This design comes from an exercise in tuning for small area and few clock cycles on the open sky130 flow, not from production work. RTL that was checked went through simulation tests only; none was proved equivalent to the original. Power figures rest on the tool's default switching activity, not on a simulated workload.

==> flow/design.v (excerpt) <==
module lifx_assembler (
    input  wire         clk,
    input  wire         rst,
    input  wire         req_valid,
    output wire         req_ready,
    input  wire [11:0]  hdr_protocol,
    input  wire         hdr_addressable,
    input  wire         hdr_tagged,
    input  wire [1:0]   hdr_origin,
    input  wire [31:0]  hdr_source,
    input  wire [63:0]  hdr_target,
    input  wire [47:0]  hdr_site_id,
    input  wire         hdr_res_required,
    input  wire         hdr_ack_required,
    input  wire [7:0]   hdr_sequence,
    input  wire [63:0]  hdr_timestamp,
    input  wire [15:0]  pld_type,
    input  wire [511:0] pld_data,
    output wire         tx_valid,
    output wire         tx_last,
    output wire [7:0]   tx_data,
    input  wire         tx_ready,
    output wire         res_valid,
    output wire [3:0]   res_status
);
    wire       reg_known;
    wire [6:0] reg_size;
    wire [3:0] reg_rsv;
    lifx_registry u_registry (
        .mtype (pld_type),
        .known (reg_known),
        .rsv   (reg_rsv),
        .size  (reg_size)
    );
    reg  [6:0]  idx;
    wire [6:0]  idx_d;
    wire        nknown;
    wire [99:0] nsel;
    wire [7:0]  mask;
    lifx_control u_control (
        .idx       (idx),
        .known     (reg_known),
        .size      (reg_size),
        .rsv       (reg_rsv),
        .req_valid (req_valid),
        .rst       (rst),
        .tx_ready  (tx_ready),
        .idx_d     (idx_d),
        .tx_valid  (tx_valid),
        .tx_last   (tx_last),
        .req_ready (req_ready),
        .res_valid (res_valid),
        .nknown    (nknown),
        .nsel      (nsel),
        .mask      (mask)
    );
    always @(posedge clk)
        idx <= idx_d;
  ...
Size: ~810 cells after synthesis, about 4700 um2 of cells after synthesis.
==> flow/config.mk <==
export PLATFORM = sky130hd
export DESIGN_NAME = lifx_assembler
export DESIGN_NICKNAME = lifx_assembler
export VERILOG_FILES = /design/flow/design.v
export SDC_FILE = /design/flow/constraint.sdc
export NUM_CORES = 4
export LEC_CHECK = 0
export CAP_MARGIN = 20
export CORE_AREA = 5 5 275 275
export CTS_BUF_LIST = sky130_fd_sc_hd__clkbuf_2
export DIE_AREA = 0 0 280 280
export SLEW_MARGIN = 20
export SYNTH_HIERARCHICAL = 1
export SYNTH_MINIMUM_KEEP_SIZE = 0
==> flow/constraint.sdc <==
create_clock -name core_clock -period 8.0 [get_ports {clk}]
set_input_delay 1.6000 -clock core_clock [delete_from_list [all_inputs] [get_ports {clk}]]
set_output_delay 1.6000 -clock core_clock [all_outputs]
set_load 0.01 [all_outputs]
standard.sh (not shown) runs the stock make flow with config.mk's settings and CLKGATE_MAP_FILE= SYNTH_SCRIPT=/design/flow/synth_recipe.tcl, a recipe that flattens the netlist after the stock synthesis.
==> flow/flow/run.sh <==
#!/bin/bash
# The standard layout (standard.sh), with these changes to how the layout
# is made:
#  - the port buffers are the smallest buffer cell (buf_1) instead of the cell
#    buffer_ports picks by default;
#  - before floorplanning, every combinational cell is given the smallest drive
#    strength of its function (flow/downsize.tcl); the flow's repair steps
#    size cells up again where timing, slew or load need it;
#  - power recovery (downsizing gates off the critical paths) after global
#    routing.
# Each ORFS step writes its full log under orfs/logs/; make's output goes to
# orfs_make.log.
set -euo pipefail
here=$(pwd)
bash standard.sh \
  'BUFFER_PORTS_ARGS=-buffer_cell sky130_fd_sc_hd__buf_1' \
  "PRE_FLOORPLAN_TCL=$here/flow/downsize.tcl" \
  RECOVER_POWER=100 \
  finish > orfs_make.log 2>&1
==> flow/flow/downsize.tcl <==
# Before floorplanning: give every combinational cell the smallest drive
# strength of its function (same cell name but for the _N size suffix), unless
# it drives more than 3 pins. The
# flow's own timing and design repair size cells up again where needed.
set ds_count 0
set ds_saved 0.0
foreach inst [get_cells *] {
  set lc [get_lib_cells -of_objects $inst]
  set name [get_name $lc]
  if {![regexp {^(sky130_fd_sc_hd__[a-z0-9]+)_([0-9]+)$} $name -> base size]} { continue }
  if {[regexp {^sky130_fd_sc_hd__(df|edf|sdf|dl|sdl|einv|ebuf)} $base]} { continue }
  if {[regexp {^sky130_fd_sc_hd__(buf|clkbuf|clkdlybuf|dlygate|dlymetal|inv|clkinv|conb|lpflow|probe|diode|tap|fill|decap)} $base]} { continue }
  # keep cells that drive many pins at the size synthesis chose
  set loads 0
  foreach pin [get_pins -of_objects $inst -filter "direction == output"] {
    foreach net [get_nets -of_objects $pin] {
      incr loads [llength [get_pins -of_objects $net -filter "direction == input"]]
    }
  }
  if {$loads > 3} { continue }
  set best $lc
  set best_area [get_property $lc area]
  foreach cand [get_lib_cells ${base}_*] {
    set cn [get_name $cand]
    if {![regexp "^${base}_\[0-9\]+\$" $cn]} { continue }
    if {[get_property $cand dont_use]} { continue }
    set ca [get_property $cand area]
    if {$ca < $best_area} { set best $cand; set best_area $ca }
  }
  if {$best ne $lc} {
    set ds_saved [expr {$ds_saved + [get_property $lc area] - $best_area}]
    replace_cell $inst $best
    incr ds_count
  }
}
puts "downsize: replaced $ds_count cells, [format %.1f $ds_saved] um2 less"
Testbench counts at the start, summed over its fixed seeds: cycles 77,707.
Next try:
--- a/flow/flow/run.sh
+++ b/flow/flow/run.sh
@@ -10 +10,3 @@
-#    routing.
+#    routing;
+#  - pins may sit on neighbouring routing tracks (place_pins -min_distance 1
+#    -min_distance_in_tracks), so that all ports fit on a smaller die.
@@ -18,0 +21 @@
+  "PLACE_PINS_ARGS=-min_distance 1 -min_distance_in_tracks" \
CORE_AREA = 5 5 215 215   (was 5 5 275 275)
DIE_AREA = 0 0 220 220   (was 0 0 280 280)
PLACE_DENSITY = 0.8   (was default)
What happened: Non-clock buffer count shrinks by 11. Clock-buffer cell count stays the same. Wire length goes down by 14%. Sequential cell count is unchanged. Via count grows by 5.8%. Total power drops by 3.3%. Synthesized area stays the same.
Next try:
--- a/flow/flow/run.sh
+++ b/flow/flow/run.sh
@@ -10,3 +10 @@
-#    routing;
-#  - pins may sit on neighbouring routing tracks (place_pins -min_distance 1
-#    -min_distance_in_tracks), so that all ports fit on a smaller die.
+#    routing.
@@ -21 +18,0 @@
-  "PLACE_PINS_ARGS=-min_distance 1 -min_distance_in_tracks" \
CAP_MARGIN = 10   (was 20)
CORE_AREA = 5 5 275 275   (was 5 5 215 215)
DIE_AREA = 0 0 280 280   (was 0 0 220 220)
PLACE_DENSITY = default   (was 0.8)
SLEW_MARGIN = 10   (was 20)
Outcome: This time the run completed and failed the layout checks on max-capacitance violations, max-slew violations. Synthesized area stays the same. Final area increases by about 5%. Combinational power goes up by about 4%. Routed wire length goes up by 16%. Power climbs by about 3%.
Next try:
--- a/flow/flow/run.sh
+++ b/flow/flow/run.sh
@@ -10 +10,3 @@
-#    routing.
+#    routing;
+#  - pins may sit on neighbouring routing tracks (place_pins -min_distance 1
+#    -min_distance_in_tracks), so that all ports fit on a smaller die.
@@ -18,0 +21 @@
+  "PLACE_PINS_ARGS=-min_distance 1 -min_distance_in_tracks" \
CAP_MARGIN = 20   (was 10)
CORE_AREA = 5 5 215 215   (was 5 5 275 275)
DIE_AREA = 0 0 220 220   (was 0 0 280 280)
SLEW_MARGIN = 20   (was 10)
This time the run completed without violations.
Non-clock buffer count drops by 4.
Wire length drops by 20%.
Worst setup slack is better by 70 ps.
Design area drops by about 5.4%.
Next try:
--- a/flow/flow/run.sh
+++ b/flow/flow/run.sh
@@ -10,3 +10 @@
-#    routing;
-#  - pins may sit on neighbouring routing tracks (place_pins -min_distance 1
-#    -min_distance_in_tracks), so that all ports fit on a smaller die.
+#    routing.
@@ -21 +18,0 @@
-  "PLACE_PINS_ARGS=-min_distance 1 -min_distance_in_tracks" \
CAP_MARGIN = 35   (was 20)
CORE_AREA = 5 5 275 275   (was 5 5 215 215)
DIE_AREA = 0 0 280 280   (was 0 0 220 220)
GPL_TIMING_DRIVEN = 0   (was default)
SLEW_MARGIN = 35   (was 20)
The changed run ran to the end with no violations.
Hold slack loses 14 ps.
Clock skew decreases by 4.1 ps.
Synthesized area is unchanged.
Wire length climbs by 25%.
Critical path depth goes down by 3.
Cell area goes up by 8.4%.
Flip-flop and latch count does not change.
Via count drops by 2.9%.
Power goes up by 4.2%.
Die area came out higher by 62%.

========
== oak ==
lifx_assembler, a different RTL version from the one above (not shown whole).
Size: roughly 880 cells after synthesis, about 7 flip-flops, ~780 I/O pins.
clock: 8.0 ns
lec_check: 0
cap_margin: 20
core_area: 5 5 275 275
die_area: 0 0 280 280
slew_margin: 20
==> flow/flow/run.sh <==
#!/bin/bash
# Standard layout, with the port buffers made of the smallest buffer cell
# (buf_1) instead of the cell buffer_ports picks by default.
set -euo pipefail
bash standard.sh 'BUFFER_PORTS_ARGS=-buffer_cell sky130_fd_sc_hd__buf_1' finish > orfs_make.log 2>&1
oak went all the way through synthesis, placement and routing and the layout is clean on timing, DRC and antenna.
Here is what was changed in the inputs of pine compared with oak.
-- flow/config.mk --
<<< oak, line 7
export LEC_CHECK = 0
export CAP_MARGIN = 20
export CORE_AREA = 5 5 275 275
export DIE_AREA = 0 0 280 280
export SLEW_MARGIN = 20
>>> pine, line 7
export LEC_CHECK = 0
export CAP_MARGIN = 20
export CORE_AREA = 5 5 155 155
export DIE_AREA = 0 0 160 160
export SLEW_MARGIN = 20
--- outcome ---
On post-synthesis mux area share, pine tracks oak almost exactly.
On arithmetic-cell share of the synthesized area counting full adders, half adders and majority gates, pine and oak are basically level.
Reported for pine and oak, post-synthesis instance total turned out identical to the last digit.
pine vs oak, total number of placement rows went down by about 45%.
Between pine and oak, the mean instance size in the synthesized netlist does not differ in any meaningful way.
The log for pine ends in I/O pin placement with error PPL-0024, so the run never completed.
oak finished every step from synthesis to the final layout, and the layout passed the timing, design-rule and antenna checks.
No run of this note included a check of the RTL's function; only the layout flow was run.

========
Another version of the RTL of lifx_assembler (not shown whole).
Size in the first run: about 7 flip-flops, about 780 I/O pins, ~0.0055 mm2 of cells after synthesis.
==> flow/config.mk <==
export PLATFORM = sky130hd
export DESIGN_NAME = lifx_assembler
export DESIGN_NICKNAME = lifx_assembler
export VERILOG_FILES = /design/flow/design.v
export SDC_FILE = /design/flow/constraint.sdc
export NUM_CORES = 4
export LEC_CHECK = 0
export CAP_MARGIN = 20
export CORE_AREA = 5 5 275 275
export CTS_BUF_LIST = sky130_fd_sc_hd__clkbuf_2
export DIE_AREA = 0 0 280 280
export SLEW_MARGIN = 20
export SYNTH_HIERARCHICAL = 1
export SYNTH_MINIMUM_KEEP_SIZE = 0
==> flow/constraint.sdc <==
create_clock -name core_clock -period 8.0 [get_ports {clk}]
set_input_delay 1.6000 -clock core_clock [delete_from_list [all_inputs] [get_ports {clk}]]
set_output_delay 1.6000 -clock core_clock [all_outputs]
set_load 0.01 [all_outputs]
==> flow/flow/run.sh <==
#!/bin/bash
# Standard layout, with the port buffers made of the smallest buffer cell
# (buf_1) instead of the cell buffer_ports picks by default, and with power
# recovery (downsizing gates off the critical paths) after global routing.
set -euo pipefail
bash standard.sh 'BUFFER_PORTS_ARGS=-buffer_cell sky130_fd_sc_hd__buf_1' RECOVER_POWER=100 finish > orfs_make.log 2>&1
The starting point finished clean.
Then changed:
==> flow/flow/run.sh (replaced) <==
#!/bin/bash
# Standard layout, with the port buffers made of the smallest buffer cell
# (buf_1) instead of the cell buffer_ports picks by default.
set -euo pipefail
bash standard.sh 'BUFFER_PORTS_ARGS=-buffer_cell sky130_fd_sc_hd__buf_1' finish > orfs_make.log 2>&1
- CTS_BUF_LIST: sky130_fd_sc_hd__clkbuf_2 -> unset
Effect: The new run completed without violations; first-iteration DRC count grows by 2.6%; design area came out higher by 0.67%; combinational power stays flat; setup slack is better by 0.068 ns; global-route usage barely changes; via count is higher by 0.95%; non-clock buffer count is unchanged.
Function was not checked in any run of this note: the RTL went through the layout flow alone.

## separate check: timing with driven ports
The flow's constraints put no driver on any port. The routed layouts listed below were extracted and timed again, unchanged, in two steps.
Step 1 sets driving cells, clkbuf_16 on the clock port and buf_2 on the other inputs (assumed; they add their load-dependent delay and slew).
Step 2 moves the port delays by t, midway between the first and last clock arrival at a register: inputs arrive t later, outputs are due t later. That takes back most of the time a late clock gives input paths.
Three values: ideal ports, drivers, drivers and shift; two values: the first two.
run	t (ns)	slack for setup (ns)	worst setup path after step 2	worst register clock-pin slew, ns	cell pins on the clock port's net
the first run of note 1	0.258	1.333 / 1.263 / 1.263	input to output	0.07 / 0.07	1
the second run of note 1	0.270	1.566 / 1.539 / 1.539	input to output	0.08 / 0.08	1
the third run of note 1	0.255	1.234 / 1.197 / 1.292	input to output	0.07 / 0.07	1
the fourth run of note 1	0.255	1.303 / 1.265 / 1.265	input to output	0.08 / 0.08	1
the fifth run of note 1	0.268	0.952 / 0.897 / 0.897	input to output	0.07 / 0.07	1
oak	0.266	0.888 / 0.864 / 0.864	input to output	0.04 / 0.04	1
the first run of note 3	0.276	1.326 / 1.293 / 1.293	input to output	0.08 / 0.08	1
the second run of note 3	0.277	1.393 / 1.363 / 1.363	input to output	0.04 / 0.04	1
The setup slack of the first run of note 1, which loses most, moves by -0.070 ns with the drivers and by -0.070 ns with both steps.
